This is an optimization exercise on Yosys and OpenROAD, whose aim is small area, not a production implementation.
In this exercise RTL edits were held to simulation tests only and were not proved equivalent to the original.
Power and IR drop assume default switching activity.

Setup of 07-04:
==> flow/design.v <==
`timescale 1ns/1ps
`default_nettype none
module apex_core (
    input  wire        clk,
    input  wire        rst,           
    output wire [31:0] imem_addr,     
    input  wire [63:0] imem_rdata,    
    output wire        dmem_re,       
    output wire        dmem_we,       
    output wire [31:0] dmem_addr,     
    output wire [31:0] dmem_wdata,
    input  wire [31:0] dmem_rdata,    
    output wire        halted
);
    localparam [3:0] OP_STORE = 4'd0,  OP_LOAD = 4'd1,  OP_MOVC = 4'd2,
                     OP_ADD   = 4'd3,  OP_SUB  = 4'd4,  OP_AND  = 4'd5,
                     OP_OR    = 4'd6,  OP_XOR  = 4'd7,  OP_MUL  = 4'd8,
                     OP_BZ    = 4'd9,  OP_BNZ  = 4'd10, OP_JUMP = 4'd11,
                     OP_HALT  = 4'd12;
    localparam [31:0] CODE_BASE = 32'd4000;
    reg  [4:0]    phase;
    reg           clr;           
    reg           halted_r;
    reg           k_seq;         
    reg           k_br;          
    reg           k_jmp;         
    reg           k_ld, k_st, k_mul;
    reg           z;
    reg  [31:0]   pc;
    reg  [31:0]   sr;
    reg  [31:0]   w;
    reg  [4:0]    rd_l, rs2_l;   
    reg           c1, c2;        
    reg  [5:0]    cacc_q;        
    reg  [1023:0] rf;            
    wire p2   = k_seq | k_br | k_jmp | k_ld | k_st | k_mul;
    wire p1   = !clr && !p2 && !halted_r;
    wire ph0  = (phase == 5'd0);
    wire ph31 = (phase == 5'd31);
    assign imem_addr  = pc;
    assign dmem_addr  = sr;
    assign dmem_wdata = w;
    assign dmem_re    = k_ld && ph0;
    assign dmem_we    = k_st && ph0;
    assign halted     = halted_r;
    wire [3:0] op  = imem_rdata[63:60];
    wire [4:0] rd  = p2 ? rd_l : imem_rdata[59:55];
    wire [4:0] rs1 = imem_rdata[54:50];
    wire [4:0] rs2 = p2 ? rs2_l : imem_rdata[49:45];
    wire is_store = (op == OP_STORE);
    wire is_load  = (op == OP_LOAD);
    wire is_movc  = (op == OP_MOVC);
    wire is_add   = (op == OP_ADD);
    wire is_sub   = (op == OP_SUB);
    wire is_and   = (op == OP_AND);
    wire is_or    = (op == OP_OR);
    wire is_xor   = (op == OP_XOR);
    wire is_mul   = (op == OP_MUL);
    wire is_bz    = (op == OP_BZ);
    wire is_bnz   = (op == OP_BNZ);
    wire is_jump  = (op == OP_JUMP);
    wire is_halt  = (op == OP_HALT);
    wire [31:0] rout;
    genvar g;
    generate
        for (g = 0; g < 32; g = g + 1) begin : g_out
            assign rout[g] = rf[32*g];
        end
    endgenerate
    wire rs1b = rout[rs1];
    wire rs2b = rout[rs2];
    wire immb = imem_rdata[phase];
    wire addsub = is_add || is_sub;
    wire a1  = is_store ? rs2b : rs1b;
    wire b1  = addsub ? (rs2b ^ is_sub) : immb;
    wire ci1 = ph0 ? is_sub : c1;
    wire sum1 = a1 ^ b1 ^ ci1;
    wire co1  = (a1 & b1) | (a1 & ci1) | (b1 & ci1);
    wire a2  = pc[0];
    wire b2  = k_br ? sr[0] : (phase == 5'd2);
    wire ci2 = ph0 ? 1'b0 : c2;
    wire sum2 = a2 ^ b2 ^ ci2;
    wire co2  = (a2 & b2) | (a2 & ci2) | (b2 & ci2);
    wire pc_in = clr ? CODE_BASE[phase] : k_jmp ? sr[0] : sum2;
    wire        bin = k_mul && rs2b;
    wire [31:0] pp;
    generate
        for (g = 1; g < 32; g = g + 1) begin : g_pp
            assign pp[g] = w[g] & sr[32 - g];
        end
    endgenerate
    assign pp[0] = w[0] & bin;
    wire [5:0]  cacc = ph0 ? 6'd0 : cacc_q;
    wire [6:0]  col;
    wire cs_s0, cs_c0;
    assign {cs_c0, cs_s0} = {1'b0, pp[0]} + {1'b0, pp[1]} + {1'b0, pp[2]};
    wire cs_s1, cs_c1;
    assign {cs_c1, cs_s1} = {1'b0, pp[3]} + {1'b0, pp[4]} + {1'b0, pp[5]};
    wire cs_s2, cs_c2;
    assign {cs_c2, cs_s2} = {1'b0, pp[6]} + {1'b0, pp[7]} + {1'b0, pp[8]};
    wire cs_s3, cs_c3;
    assign {cs_c3, cs_s3} = {1'b0, pp[9]} + {1'b0, pp[10]} + {1'b0, pp[11]};
    wire cs_s4, cs_c4;
    assign {cs_c4, cs_s4} = {1'b0, pp[12]} + {1'b0, pp[13]} + {1'b0, pp[14]};
    wire cs_s5, cs_c5;
    assign {cs_c5, cs_s5} = {1'b0, pp[15]} + {1'b0, pp[16]} + {1'b0, pp[17]};
    wire cs_s6, cs_c6;
    assign {cs_c6, cs_s6} = {1'b0, pp[18]} + {1'b0, pp[19]} + {1'b0, pp[20]};
    wire cs_s7, cs_c7;
    assign {cs_c7, cs_s7} = {1'b0, pp[21]} + {1'b0, pp[22]} + {1'b0, pp[23]};
    wire cs_s8, cs_c8;
    assign {cs_c8, cs_s8} = {1'b0, pp[24]} + {1'b0, pp[25]} + {1'b0, pp[26]};
    wire cs_s9, cs_c9;
    assign {cs_c9, cs_s9} = {1'b0, pp[27]} + {1'b0, pp[28]} + {1'b0, pp[29]};
    wire cs_s10, cs_c10;
    assign {cs_c10, cs_s10} = {1'b0, pp[30]} + {1'b0, pp[31]} + {1'b0, cacc[0]};
    wire cs_s11, cs_c11;
    assign {cs_c11, cs_s11} = {1'b0, cs_s0} + {1'b0, cs_s1} + {1'b0, cs_s2};
    wire cs_s12, cs_c12;
    assign {cs_c12, cs_s12} = {1'b0, cs_s3} + {1'b0, cs_s4} + {1'b0, cs_s5};
    wire cs_s13, cs_c13;
    assign {cs_c13, cs_s13} = {1'b0, cs_s6} + {1'b0, cs_s7} + {1'b0, cs_s8};
    wire cs_s14, cs_c14;
    assign {cs_c14, cs_s14} = {1'b0, cs_c0} + {1'b0, cs_c1} + {1'b0, cs_c2};
    wire cs_s15, cs_c15;
    assign {cs_c15, cs_s15} = {1'b0, cs_c3} + {1'b0, cs_c4} + {1'b0, cs_c5};
    wire cs_s16, cs_c16;
    assign {cs_c16, cs_s16} = {1'b0, cs_c6} + {1'b0, cs_c7} + {1'b0, cs_c8};
    wire cs_s17, cs_c17;
    assign {cs_c17, cs_s17} = {1'b0, cs_c9} + {1'b0, cs_c10} + {1'b0, cacc[1]};
    wire cs_s18, cs_c18;
    assign {cs_c18, cs_s18} = {1'b0, cs_s11} + {1'b0, cs_s12} + {1'b0, cs_s13};
    wire cs_s19, cs_c19;
    assign {cs_c19, cs_s19} = {1'b0, cs_c11} + {1'b0, cs_c12} + {1'b0, cs_c13};
    wire cs_s20, cs_c20;
    assign {cs_c20, cs_s20} = {1'b0, cs_s14} + {1'b0, cs_s15} + {1'b0, cs_s16};
    wire cs_s21, cs_c21;
    assign {cs_c21, cs_s21} = {1'b0, cs_c14} + {1'b0, cs_c15} + {1'b0, cs_c16};
    wire cs_s22, cs_c22;
    assign {cs_c22, cs_s22} = {1'b0, cs_s18} + {1'b0, cs_s9} + {1'b0, cs_s10};
    wire cs_s23, cs_c23;
    assign {cs_c23, cs_s23} = {1'b0, cs_c18} + {1'b0, cs_s19} + {1'b0, cs_s20};
    wire cs_s24, cs_c24;
    assign {cs_c24, cs_s24} = {1'b0, cs_c19} + {1'b0, cs_c20} + {1'b0, cs_s21};
    wire cs_s25, cs_c25;
    assign {cs_c25, cs_s25} = {1'b0, cs_c22} + {1'b0, cs_s23} + {1'b0, cs_s17};
    wire cs_s26, cs_c26;
    assign {cs_c26, cs_s26} = {1'b0, cs_c23} + {1'b0, cs_s24} + {1'b0, cs_c17};
    wire cs_s27, cs_c27;
    assign {cs_c27, cs_s27} = {1'b0, cs_c24} + {1'b0, cs_c21} + {1'b0, cacc[3]};
    wire cs_s28, cs_c28;
    assign {cs_c28, cs_s28} = {1'b0, cs_c25} + {1'b0, cs_s26} + {1'b0, cacc[2]};
    wire cs_s29, cs_c29;
    assign {cs_c29, cs_s29} = {1'b0, cs_c28} + {1'b0, cs_c26} + {1'b0, cs_s27};
    wire cs_s30, cs_c30;
    assign {cs_c30, cs_s30} = {1'b0, cs_c29} + {1'b0, cs_c27} + {1'b0, cacc[4]};
    wire cs_s31, cs_c31;
    assign {cs_c31, cs_s31} = {1'b0, cs_c30} + {1'b0, cacc[5]};
    assign col[0] = cs_s22;
    assign col[1] = cs_s25;
    assign col[2] = cs_s28;
    assign col[3] = cs_s29;
    assign col[4] = cs_s30;
    assign col[5] = cs_s31;
    assign col[6] = cs_c31;
    wire prod = col[0];
    wire sr_in = p2 ? bin
               : (is_load || is_store || is_jump) ? sum1
               : (is_bz || is_bnz) ? immb
               : 1'b0;
    reg p1_wbit;
    always @(*) begin
        case (op)
            OP_MOVC: p1_wbit = immb;
            OP_AND:  p1_wbit = rs1b & rs2b;
            OP_OR:   p1_wbit = rs1b | rs2b;
            OP_XOR:  p1_wbit = rs1b ^ rs2b;
            default: p1_wbit = sum1;
        endcase
    end
    wire ld_bit = ph0 ? dmem_rdata[0] : sr[0];
    wire wbit   = p2 ? (k_ld ? ld_bit : prod) : p1_wbit;
    wire p1_wen = is_movc || addsub || is_and || is_or || is_xor;
    wire wen    = (p1 && p1_wen) || k_ld || k_mul;
    wire sets_z = (p1 && addsub) || k_mul;
    wire        wd   = wbit && !clr;
    wire [31:0] wsel = {32{clr}} | ({31'd0, wen} << rd);
    wire taken = (is_bz && z) || (is_bnz && !z);
    integer r, k;
    always @(posedge clk) begin
        for (r = 0; r < 32; r = r + 1) begin
            for (k = 0; k < 31; k = k + 1)
                rf[32*r + k] <= rf[32*r + k + 1];
            rf[32*r + 31] <= wsel[r] ? wd : rout[r];
        end
        sr[31] <= sr_in;
        if (dmem_re)
            sr[30:0] <= dmem_rdata[31:1];
        else
            sr[30:0] <= sr[31:1];
        if (!p2)
            w <= {rs1b, w[31:1]};
        if (!p2) begin
            rd_l  <= imem_rdata[59:55];
            rs2_l <= imem_rdata[49:45];
        end
        if (!p1)
            pc <= {pc_in, pc[31:1]};
        c1 <= co1;
        c2 <= co2;
        cacc_q <= col[6:1];
        if (rst) begin
            phase    <= 5'd0;
            clr      <= 1'b1;
            halted_r <= 1'b0;
            k_seq    <= 1'b0;
            k_br     <= 1'b0;
            k_jmp    <= 1'b0;
            k_ld     <= 1'b0;
            k_st     <= 1'b0;
            k_mul    <= 1'b0;
            z        <= 1'b0;
        end else begin
            phase <= phase + 5'd1;
            if (ph31) begin
                clr   <= 1'b0;
                k_ld  <= p1 && is_load;
                k_st  <= p1 && is_store;
                k_mul <= p1 && is_mul;
                k_jmp <= p1 && is_jump;
                k_br  <= p1 && taken;
                k_seq <= p1 && !is_load && !is_store && !is_mul &&
                         !is_jump && !taken;
            end
            if (p1 && ph0 && is_halt)
                halted_r <= 1'b1;
            if (sets_z)
                z <= (ph0 ? 1'b1 : z) && !wbit;
        end
    end
endmodule
`default_nettype wire
==> flow/config.mk <==
export PLATFORM = sky130hd
export DESIGN_NAME = apex_core
export DESIGN_NICKNAME = apex_core
export VERILOG_FILES = /design/flow/design.v
export SDC_FILE = /design/flow/constraint.sdc
export NUM_CORES = 4
export LEC_CHECK = 0
export ABC_AREA = 1
export CAP_MARGIN = 20
export CORE_MARGIN = 2
export CORE_UTILIZATION = 65
export PLACE_DENSITY = 0.75
export SLEW_MARGIN = 20
==> flow/constraint.sdc <==
create_clock -name core_clock -period 10.0 [get_ports {clk}]
set_input_delay 2.0000 -clock core_clock [delete_from_list [all_inputs] [get_ports {clk}]]
set_output_delay 2.0000 -clock core_clock [all_outputs]
set_load 0.01 [all_outputs]
standard.sh (not shown) runs the stock make flow with config.mk's settings and CLKGATE_MAP_FILE= SYNTH_SCRIPT=/design/flow/synth_recipe.tcl, a recipe that flattens the netlist after the stock synthesis.
==> flow/flow/run.sh <==
#!/bin/bash
# Own layout flow: the standard ORFS flow (standard.sh) with
#  - an area-only ABC mapping script (amap; no delay-driven buffering or
#    upsizing),
#    and plain gates instead of the full-adder cell map,
#  - port buffers of the smallest buffer cell,
#  - a clock tree of small clock buffers without dummy loads.
# Registers, power grid, taps and every other step are the standard flow's.
set -euo pipefail
W=$PWD
rm -rf "$W/scripts_mod"
cp -r "$FLOW_HOME/scripts" "$W/scripts_mod"
cp "$W/flow/abc_area.script" "$W/scripts_mod/abc_area.script"
export SCRIPTS_DIR="$W/scripts_mod"
export ADDER_MAP_FILE=
export BUFFER_PORTS_ARGS="-buffer_cell sky130_fd_sc_hd__buf_1"
export CTS_ARGS="-sink_clustering_enable -repair_clock_nets -dont_use_dummy_load -buf_list sky130_fd_sc_hd__clkbuf_4 -sink_clustering_size 11 -sink_clustering_max_diameter 40"
bash standard.sh > "$W/standard.log" 2>&1
==> flow/flow/abc_area.script <==
strash
dch
amap
topo
Edits applied to the flow inputs when going from 07-04 to 04-23:
diff --git a/flow/design.v b/flow/design.v
--- a/flow/design.v
+++ b/flow/design.v
@@ -22,6 +22,5 @@
     reg           clr;           
     reg           halted_r;
-    reg           k_seq;         
-    reg           k_br;          
+    reg           p2;            
     reg           k_jmp;         
     reg           k_ld, k_st, k_mul;
@@ -31,8 +30,7 @@
     reg  [31:0]   w;
     reg  [4:0]    rd_l, rs2_l;   
-    reg           c1, c2;        
-    reg  [5:0]    cacc_q;        
+    reg           cy;            
+    reg  [4:0]    cacc_q;        
     reg  [1023:0] rf;            
-    wire p2   = k_seq | k_br | k_jmp | k_ld | k_st | k_mul;
     wire p1   = !clr && !p2 && !halted_r;
     wire ph0  = (phase == 5'd0);
@@ -72,15 +70,11 @@
     wire immb = imem_rdata[phase];
     wire addsub = is_add || is_sub;
-    wire a1  = is_store ? rs2b : rs1b;
-    wire b1  = addsub ? (rs2b ^ is_sub) : immb;
-    wire ci1 = ph0 ? is_sub : c1;
+    wire a1  = p2 ? (pc[0] && !k_jmp) : is_store ? rs2b : rs1b;
+    wire b1  = p2 ? ((k_ld || k_st || k_mul) ? (phase == 5'd2) : sr[0])
+             : addsub ? (rs2b ^ is_sub) : immb;
+    wire ci1 = ph0 ? (!p2 && is_sub) : cy;
     wire sum1 = a1 ^ b1 ^ ci1;
     wire co1  = (a1 & b1) | (a1 & ci1) | (b1 & ci1);
-    wire a2  = pc[0];
-    wire b2  = k_br ? sr[0] : (phase == 5'd2);
-    wire ci2 = ph0 ? 1'b0 : c2;
-    wire sum2 = a2 ^ b2 ^ ci2;
-    wire co2  = (a2 & b2) | (a2 & ci2) | (b2 & ci2);
-    wire pc_in = clr ? CODE_BASE[phase] : k_jmp ? sr[0] : sum2;
+    wire pc_in = clr ? CODE_BASE[phase] : sum1;
     wire        bin = k_mul && rs2b;
     wire [31:0] pp;
@@ -91,6 +85,6 @@
     endgenerate
     assign pp[0] = w[0] & bin;
-    wire [5:0]  cacc = ph0 ? 6'd0 : cacc_q;
-    wire [6:0]  col;
+    wire [4:0]  cacc = ph0 ? 5'd0 : cacc_q;
+    wire [5:0]  col;
     wire cs_s0, cs_c0;
     assign {cs_c0, cs_s0} = {1'b0, pp[0]} + {1'b0, pp[1]} + {1'b0, pp[2]};
@@ -155,6 +149,4 @@
     wire cs_s30, cs_c30;
     assign {cs_c30, cs_s30} = {1'b0, cs_c29} + {1'b0, cs_c27} + {1'b0, cacc[4]};
-    wire cs_s31, cs_c31;
-    assign {cs_c31, cs_s31} = {1'b0, cs_c30} + {1'b0, cacc[5]};
     assign col[0] = cs_s22;
     assign col[1] = cs_s25;
@@ -162,11 +154,12 @@
     assign col[3] = cs_s29;
     assign col[4] = cs_s30;
-    assign col[5] = cs_s31;
-    assign col[6] = cs_c31;
+    assign col[5] = cs_c30;
     wire prod = col[0];
+    wire taken = (is_bz && z) || (is_bnz && !z);
     wire sr_in = p2 ? bin
                : (is_load || is_store || is_jump) ? sum1
-               : (is_bz || is_bnz) ? immb
-               : 1'b0;
+               : is_mul ? 1'b0
+               : taken ? immb
+               : (phase == 5'd2);
     reg p1_wbit;
     always @(*) begin
@@ -186,5 +179,4 @@
     wire        wd   = wbit && !clr;
     wire [31:0] wsel = {32{clr}} | ({31'd0, wen} << rd);
-    wire taken = (is_bz && z) || (is_bnz && !z);
     integer r, k;
     always @(posedge clk) begin
@@ -207,13 +199,11 @@
         if (!p1)
             pc <= {pc_in, pc[31:1]};
-        c1 <= co1;
-        c2 <= co2;
-        cacc_q <= col[6:1];
+        cy <= co1;
+        cacc_q <= col[5:1];
         if (rst) begin
             phase    <= 5'd0;
             clr      <= 1'b1;
             halted_r <= 1'b0;
-            k_seq    <= 1'b0;
-            k_br     <= 1'b0;
+            p2       <= 1'b0;
             k_jmp    <= 1'b0;
             k_ld     <= 1'b0;
@@ -229,7 +219,5 @@
                 k_mul <= p1 && is_mul;
                 k_jmp <= p1 && is_jump;
-                k_br  <= p1 && taken;
-                k_seq <= p1 && !is_load && !is_store && !is_mul &&
-                         !is_jump && !taken;
+                p2    <= p1;
             end
             if (p1 && ph0 && is_halt)
[summary]
The final layout from 04-23, which completed every stage, passed the timing, DRC and antenna checks at the end of the flow.
In terms of count of flip-flops and latches, 04-23 and 07-04 differ only marginally.
Detailed route wirelength on metal3: 04-23 lower than 07-04
[compare] base=07-04 new=04-23: via count now sits lower; antenna diode instance count higher; proportion of cell area occupied by multi-input gates essentially unchanged; net count of the mapped netlist has decreased.
04-23 ends up with a final area that is about 0.4% lower than in 07-04.
| share of total power consumed by net switching | 04-23 vs 07-04 | ≈ equal |
| non-clock buffer count | 04-23 vs 07-04 | 1 lower |
Relative to 07-04, the synthesized area divided by synthesized cell count measured on 04-23 has increased slightly.
Run comparison: 07-04 critical path endpoint cacc_q[4]; 04-23 critical path endpoint cacc_q[3]
In terms of synthesis-to-layout area growth, 04-23 and 07-04 differ only marginally.

re-timing with driven ports:
Ports are ideal in the flow. The routed layouts listed here were re-timed in OpenROAD. Step 1 assumes that a clkbuf_16 drives the clock port and a buf_2 every other input. Step 2 moves the port delays by t, midway between the first and last clock arrival at a register: inputs arrive t later, outputs are due t later. That takes back most of the time a late clock gives input paths. Three values: ideal, step 1, step 2; two values: the first two.
run | t (ns) | slack for setup (ns) | slew at the worst register clock pin (ns) | worst data-port slew with drivers (ns) | pins driven straight from the clock port
07-04 | 0.834 | 2.450 / 2.465 / 1.632 | 0.12 / 0.12 | 0.08 | 1
04-23 | 0.868 | 2.312 / 2.341 / 1.474 | 0.12 / 0.12 | 0.09 | 1
After both steps every run listed still meets setup and hold. The setup slack of 04-23, which loses most, moves by +0.029 ns with the drivers and by -0.838 ns with both steps.
